This is an optimization exercise on Yosys and OpenROAD, whose aim is small area, a short achievable clock period and few clock cycles, not a production implementation.
Only simulation tests tie the RTL to the original design; equivalence was not proved.
Power and IR drop assume default switching activity.

## run 1
==> flow/design.v <==
module cpu4 (
    input  wire       clk,
    input  wire       rst,         
    output wire [7:0] rom_addr,
    input  wire [7:0] rom_data,
    input  wire       img_we,
    input  wire [3:0] img_addr,
    input  wire [3:0] img_data,
    input  wire       in_valid,
    input  wire [3:0] in_data,
    input  wire [3:0] sw_toggle,
    output wire       out_valid,
    output wire [3:0] out_data,
    output wire [3:0] led,
    output wire [3:0] sw,
    output wire       waiting,
    output wire       halted
);
    reg  [7:0] pc;
    reg  [7:0] ir;            
    reg        iv;            
    reg  [3:0] opv;           
    reg        c_sta;         
    reg        c_stai;        
    reg        c_push;        
    reg        c_zmod;        
    reg        c_cmod;        
    reg        c_kill;        
    reg        c_stk;         
    reg        c_ldai;        
    reg        clr_p;         
    reg        jp;            
    reg  [3:0] acc;
    reg        zs;            
    reg        zsave;         
    reg        cf;
    reg  [3:0] spm;           
    reg        s_empty;       
    reg        s_full;        
    reg  [63:0] ram;          
    reg  [127:0] stack;       
    reg  [3:0] led_r;
    reg  [3:0] sw_r;
    reg        wt;            
    reg        ht;            
    reg        ov;            
    wire [3:0] op = ir[7:4];
    wire [3:0] n  = ir[3:0];
    wire       e_ext  = (op == 4'hF);
    wire       e_rst  = iv & e_ext & (n == 4'h1);
    wire       e_pop  = iv & e_ext & (n == 4'h5) & ~s_empty;
    wire       e_ret  = iv & e_ext & (n == 4'h6) & ~s_empty;    
    wire       e_push = iv & c_push & ~s_full;
    wire       ldai1  = iv & c_ldai;
    wire       kill   = iv & (c_kill | c_ldai);
    wire [7:0] stk_top = stack[8*spm +: 8];
    wire [4:0] sum     = {1'b0, acc} + {1'b0, opv};
    wire [4:0] diff    = {1'b0, acc} - {1'b0, opv};
    wire [7:0] pc_inc  = pc + 8'd1;
    wire [7:0] pc_inc2 = pc + 8'd2;
    wire       zf      = zs ? (acc == 4'd0) : zsave;
    reg  [3:0] acc_e;
    reg        zs_e, zsave_e, cf_e;
    always @(*) begin
        acc_e   = acc;
        zs_e    = zs;
        zsave_e = zsave;
        cf_e    = cf;
        case (op)
        4'h1: begin acc_e = opv; zs_e = 1'b1; end
        4'h2: begin acc_e = n; zs_e = 1'b1; end
        4'h4: begin acc_e = sum[3:0]; cf_e = sum[4]; zs_e = 1'b1; end
        4'h5: begin acc_e = diff[3:0]; cf_e = diff[4]; zs_e = 1'b1; end
        4'h6: begin acc_e = acc & opv; zs_e = 1'b1; end
        4'h7: begin acc_e = acc | opv; zs_e = 1'b1; end
        4'h8: begin acc_e = acc ^ opv; zs_e = 1'b1; end
        4'hF: begin
            case (n)
            4'h1: begin acc_e = 4'd0; zs_e = 1'b0; zsave_e = 1'b0; cf_e = 1'b0; end
            4'h3: begin acc_e = ~acc; zs_e = 1'b1; end
            4'h5: if (!s_empty) begin acc_e = stk_top[3:0]; zs_e = 1'b0; zsave_e = zf; end
            default: ;
            endcase
        end
        default: ;
        endcase
    end
    wire       ram_clr = rst | clr_p;
    wire [3:0] ram_wd  = ram_clr ? 4'd0 : img_we ? img_data : wt ? in_data : acc;
    wire [3:0] e_wa    = c_stai ? opv : n;                
    wire       e_we    = iv & (c_sta | c_stai);
    wire [3:0] ram_wa  = img_we ? img_addr : wt ? 4'd14 : e_wa;
    wire       ram_we  = img_we | (wt & in_valid) | e_we;
    integer i;
    always @(posedge clk) begin
        for (i = 0; i < 16; i = i + 1)
            if (ram_clr || (ram_we && ram_wa == i))
                ram[4*i +: 4] <= ram_wd;
    end
    wire [7:0] stk_wd = (op == 4'hE) ? pc_inc : {4'd0, acc};
    always @(posedge clk) begin
        for (i = 0; i < 16; i = i + 1)
            if (e_push && spm == ((i + 15) % 16))
                stack[8*i +: 8] <= stk_wd;
    end
    wire [3:0] f_op  = rom_data[7:4];
    wire [3:0] f_n   = rom_data[3:0];
    wire       f_ret = (rom_data == 8'hF6);
    wire       f_br  = ~jp & iv & (((f_op == 4'hC) & c_zmod) | ((f_op == 4'hD) & c_cmod) |
                                   (f_ret & c_stk));
    wire       f_go  = ~kill & ~ht & ~wt & ~img_we & ~clr_p & ~f_br;
    wire       f_fwd = e_we & (e_wa == f_n);
    wire [3:0] f_addr = ldai1 ? opv : f_n;
    wire [3:0] f_opv = f_fwd ? acc : ram[4*f_addr +: 4];
    wire       d_zmod = (f_op == 4'h1) | (f_op == 4'h2) | (f_op == 4'h4) | (f_op == 4'h5) |
                        (f_op == 4'h6) | (f_op == 4'h7) | (f_op == 4'h8) | (f_op == 4'h9) |
                        (rom_data == 8'hF3);
    wire       d_cmod = (f_op == 4'h4) | (f_op == 4'h5);
    wire       d_kill = (rom_data == 8'h1E) | (rom_data == 8'hF0) | (rom_data == 8'hF1);
    wire       d_stk  = (f_op == 4'hE) | (rom_data == 8'hF4) | (rom_data == 8'hF5) | f_ret;
    always @(posedge clk) begin
        opv    <= f_opv;
        if (ldai1) begin
            ir     <= 8'h10;
            c_sta  <= 1'b0;
            c_stai <= 1'b0;
            c_push <= 1'b0;
            c_zmod <= 1'b1;
            c_cmod <= 1'b0;
            c_kill <= 1'b0;
            c_stk  <= 1'b0;
            c_ldai <= 1'b0;
        end else begin
            ir     <= rom_data;
            c_sta  <= (f_op == 4'h3);
            c_stai <= (f_op == 4'hA);
            c_push <= (f_op == 4'hE) | (rom_data == 8'hF4);
            c_zmod <= d_zmod;
            c_cmod <= d_cmod;
            c_kill <= d_kill;
            c_stk  <= d_stk;
            c_ldai <= (f_op == 4'h9);
        end
    end
    always @(posedge clk) begin
        if (rst) begin
            pc      <= 8'd0;
            iv      <= 1'b0;
            jp      <= 1'b0;
            acc     <= 4'd0;
            zs      <= 1'b0;
            zsave   <= 1'b0;
            cf      <= 1'b0;
            spm     <= 4'd15;
            s_empty <= 1'b1;
            s_full  <= 1'b0;
            led_r   <= 4'd0;
            wt      <= 1'b0;
            ht      <= 1'b0;
            ov      <= 1'b0;
            clr_p   <= 1'b0;
        end else begin
            clr_p <= e_rst;
            ov <= iv & (ir == 8'hF2);
            if (iv) begin
                acc   <= acc_e;
                zs    <= zs_e;
                zsave <= zsave_e;
                cf    <= cf_e;
            end else if (wt && in_valid) begin
                acc <= in_data;
                zs  <= 1'b1;
                wt  <= 1'b0;
            end
            if (iv && ir == 8'h1E) wt <= 1'b1;
            if (iv && ir == 8'hF0) ht <= 1'b1;
            if (iv && c_sta && n == 4'd15) led_r <= acc;
            if (e_push) begin
                spm     <= spm + 4'd1;
                s_empty <= 1'b0;
                s_full  <= (spm == 4'd14);
            end
            if (e_pop || e_ret) begin
                spm     <= spm - 4'd1;
                s_full  <= 1'b0;
                s_empty <= (spm == 4'd0);
            end
            if (e_rst) begin
                spm     <= 4'd15;
                s_empty <= 1'b1;
                s_full  <= 1'b0;
                led_r   <= 4'd0;
            end
            if (e_rst) pc <= 8'd0;
            iv <= ldai1;
            if (f_go) begin
                if (jp) begin
                    pc <= rom_data;
                    jp <= 1'b0;
                end else begin
                    case (f_op)
                    4'hB: begin
                        pc <= pc_inc;
                        jp <= 1'b1;
                    end
                    4'hC: begin
                        if (zf) begin pc <= pc_inc; jp <= 1'b1; end
                        else pc <= pc_inc2;
                    end
                    4'hD: begin
                        if (cf) begin pc <= pc_inc; jp <= 1'b1; end
                        else pc <= pc_inc2;
                    end
                    default: begin
                        pc     <= (f_ret && !s_empty) ? stk_top : pc_inc;
                        jp     <= (f_op == 4'hE);
                        iv     <= 1'b1;
                    end
                    endcase
                end
            end
        end
    end
    always @(posedge clk) begin
        if (rst)
            sw_r <= 4'd0;
        else
            sw_r <= sw_r ^ sw_toggle;
    end
    assign rom_addr  = pc;
    assign out_valid = ov;
    assign out_data  = acc;
    assign led       = led_r;
    assign sw        = sw_r;
    assign waiting   = wt;
    assign halted    = ht;
endmodule
==> flow/config.mk <==
export PLATFORM = sky130hd
export DESIGN_NAME = cpu4
export DESIGN_NICKNAME = cpu4
export VERILOG_FILES = /design/flow/design.v
export SDC_FILE = /design/flow/constraint.sdc
export NUM_CORES = 4
export LEC_CHECK = 0
export CAP_MARGIN = 20
export CORE_MARGIN = 2
export CORE_UTILIZATION = 40
export CTS_BUF_LIST = sky130_fd_sc_hd__clkbuf_16
export CTS_CLUSTER_DIAMETER = 90
export CTS_CLUSTER_SIZE = 26
export SETUP_SLACK_MARGIN = 2.75
export SLEW_MARGIN = 20
==> flow/constraint.sdc <==
create_clock -name core_clock -period 5.0 [get_ports {clk}]
set_input_delay 1.0000 -clock core_clock [delete_from_list [all_inputs] [get_ports {clk}]]
set_output_delay 1.0000 -clock core_clock [all_outputs]
set_load 0.01 [all_outputs]
standard.sh (not shown) runs the stock make flow with config.mk's settings and CLKGATE_MAP_FILE= SYNTH_SCRIPT=/design/flow/synth_recipe.tcl, a recipe that flattens the netlist after the stock synthesis.
==> flow/flow/run.sh <==
#!/bin/bash
# The standard layout (standard.sh: the standard flow's synthesis and ORFS flow, unchanged),
# with the ports buffered by sky130_fd_sc_hd__buf_1 instead of the cell
# buffer_ports picks by default. Every port still gets its own buffer.
set -euo pipefail
export BUFFER_PORTS_ARGS="-buffer_cell sky130_fd_sc_hd__buf_1"
bash standard.sh finish > standard.log 2>&1
Testbench counts of run 1, summed over its fixed seeds: cycles 119,591.
The following lists how run 2 was set up differently from run 1:
==> flow/flow/run.sh <==
#!/bin/bash
# The standard layout (standard.sh: the standard flow's synthesis and ORFS flow, unchanged),
# with the ports buffered by sky130_fd_sc_hd__buf_2 instead of the cell
# buffer_ports picks by default. Every port still gets its own buffer.
set -euo pipefail
export BUFFER_PORTS_ARGS="-buffer_cell sky130_fd_sc_hd__buf_2"
bash standard.sh finish > standard.log 2>&1
==> comparison <==
Of the two values seen for worst setup path endpoint, stack[33] was produced by run 2 and pc[2] by run 1.
NOTE: wire length on met3 in run 2 exceeds that of run 1
Global-route usage over all layers ended up 0.32 points lower on run 2 than on run 1.
Sequential cell count of the final layout: run 2 vs run 1 identical
STATUS first-pass GRT wire length: run 2 wins against run 1
Side by side, wire length turned out lower in run 2 than in run 1.
Compared with run 1, run 2 shows register share of the cell area higher by 0.71 points.
The following lists how run 3 was set up differently from run 2:
Settings: swapping 40 for 50 in CORE_UTILIZATION.
--- outcome ---
Of run 3 and run 2, the run reporting the lower non-filler instance count after layout was run 3.
Total non-filler cell area in the finished layout (higher): run 3
Run 3 against run 2: minimum setup slack after placement moved down, count of pins on the block boundary about even, count of vias placed by the detailed router went up by 2.8%, highest attainable clock frequency saw an increase, detailed placer's ending HPWL now larger.
Comparing worst-margin pin slew for run 3 and run 2, the bigger number came from run 3.
#### Input delta (run 4 over run 3)
Settings: CTS_CLUSTER_DIAMETER: 90 -> 100; CORE_UTILIZATION: 50 -> 40; CTS_CLUSTER_SIZE: 26 -> 30; SETUP_SLACK_MARGIN: 2.75 -> 2.8.
- From run 3 to run 4 the numbers moved as follows: sequential power closely matched the old numbers, part of the power in registers decreased by 3.3 points relative to the old numbers.
- Per the comparison of run 4 with run 3, routed wire length picked up an extra 2.3%, core occupancy in the finished layout lost 9.8 points, number of DRC violations after detailed routing neither gained nor lost much.
- Reported for run 4 and run 3, flop and latch count out of synthesis turned out identical to the last digit.
- Run 4 ended up with a higher fraction of area in non-clock buffers than run 3 did.
diff inputs: run 4 => run 5
Settings: a change of CORE_UTILIZATION from 40 to 50; a change of SETUP_SLACK_MARGIN from 2.8 to 2.75; a change of CTS_CLUSTER_DIAMETER from 100 to 90; a change of CTS_CLUSTER_SIZE from 30 to 26; an added TNS_END_PERCENT of 30.
Results
- Comparing run 4 and run 5, total net switching power is lower on run 5.
- Taking run 4 as the reference, in run 5 worst setup slack went down; portion of netlist area occupied by mux cells did not really move.
- Diff run 4 -> run 5: total chip power has decreased; via count has decreased; peak clock frequency supported by timing has decreased; flip-flop and latch area has remained practically unchanged; number of standard cells in the layout, taps in and fillers out has decreased.
- A critical path endpoint of pc[3] is what run 4 shows, while waiting belongs to run 5.
- Run 5: flow completed, timing, DRC and antenna clean

-- re-timing with driven ports --
The flow's constraints put no driver on any port. The routed layouts listed below were extracted and timed again, unchanged, in two steps.
Step 1 assumes that a clkbuf_16 drives the clock port and a buf_2 every other input.
Step 2 times the ports against the registers' clock, not the clock port: input delays grow and output delays shrink by t, the midpoint of the rising clock arrivals with the driver on.
Slacks: ideal / step 1 / step 2; pairs: ideal / step 1.
run | shift t [ns] | setup WS [ns] | clock arrival spread, ns | slew at the worst register clock pin (ns) | worst slew at a driven data input, ns
run 1 | 0.532 | 2.722 / 2.722 / 2.300 | 0.041 / 0.041 | 0.10 / 0.10 | 0.06
run 2 | 0.534 | 2.736 / 2.736 / 2.273 | 0.037 / 0.037 | 0.10 / 0.10 | 0.07
run 3 | 0.530 | 2.751 / 2.740 / 2.283 | 0.025 / 0.026 | 0.11 / 0.11 | 0.07
run 4 | 0.526 | 2.710 / 2.710 / 2.345 | 0.041 / 0.041 | 0.12 / 0.12 | 0.06
run 5 | 0.522 | 2.653 / 2.607 / 2.183 | 0.027 / 0.027 | 0.10 / 0.10 | 0.06
After both steps every run listed still meets setup and hold. For run 5, which loses most, drivers alone change the setup slack by -0.046 ns; drivers and shift together by -0.470 ns.
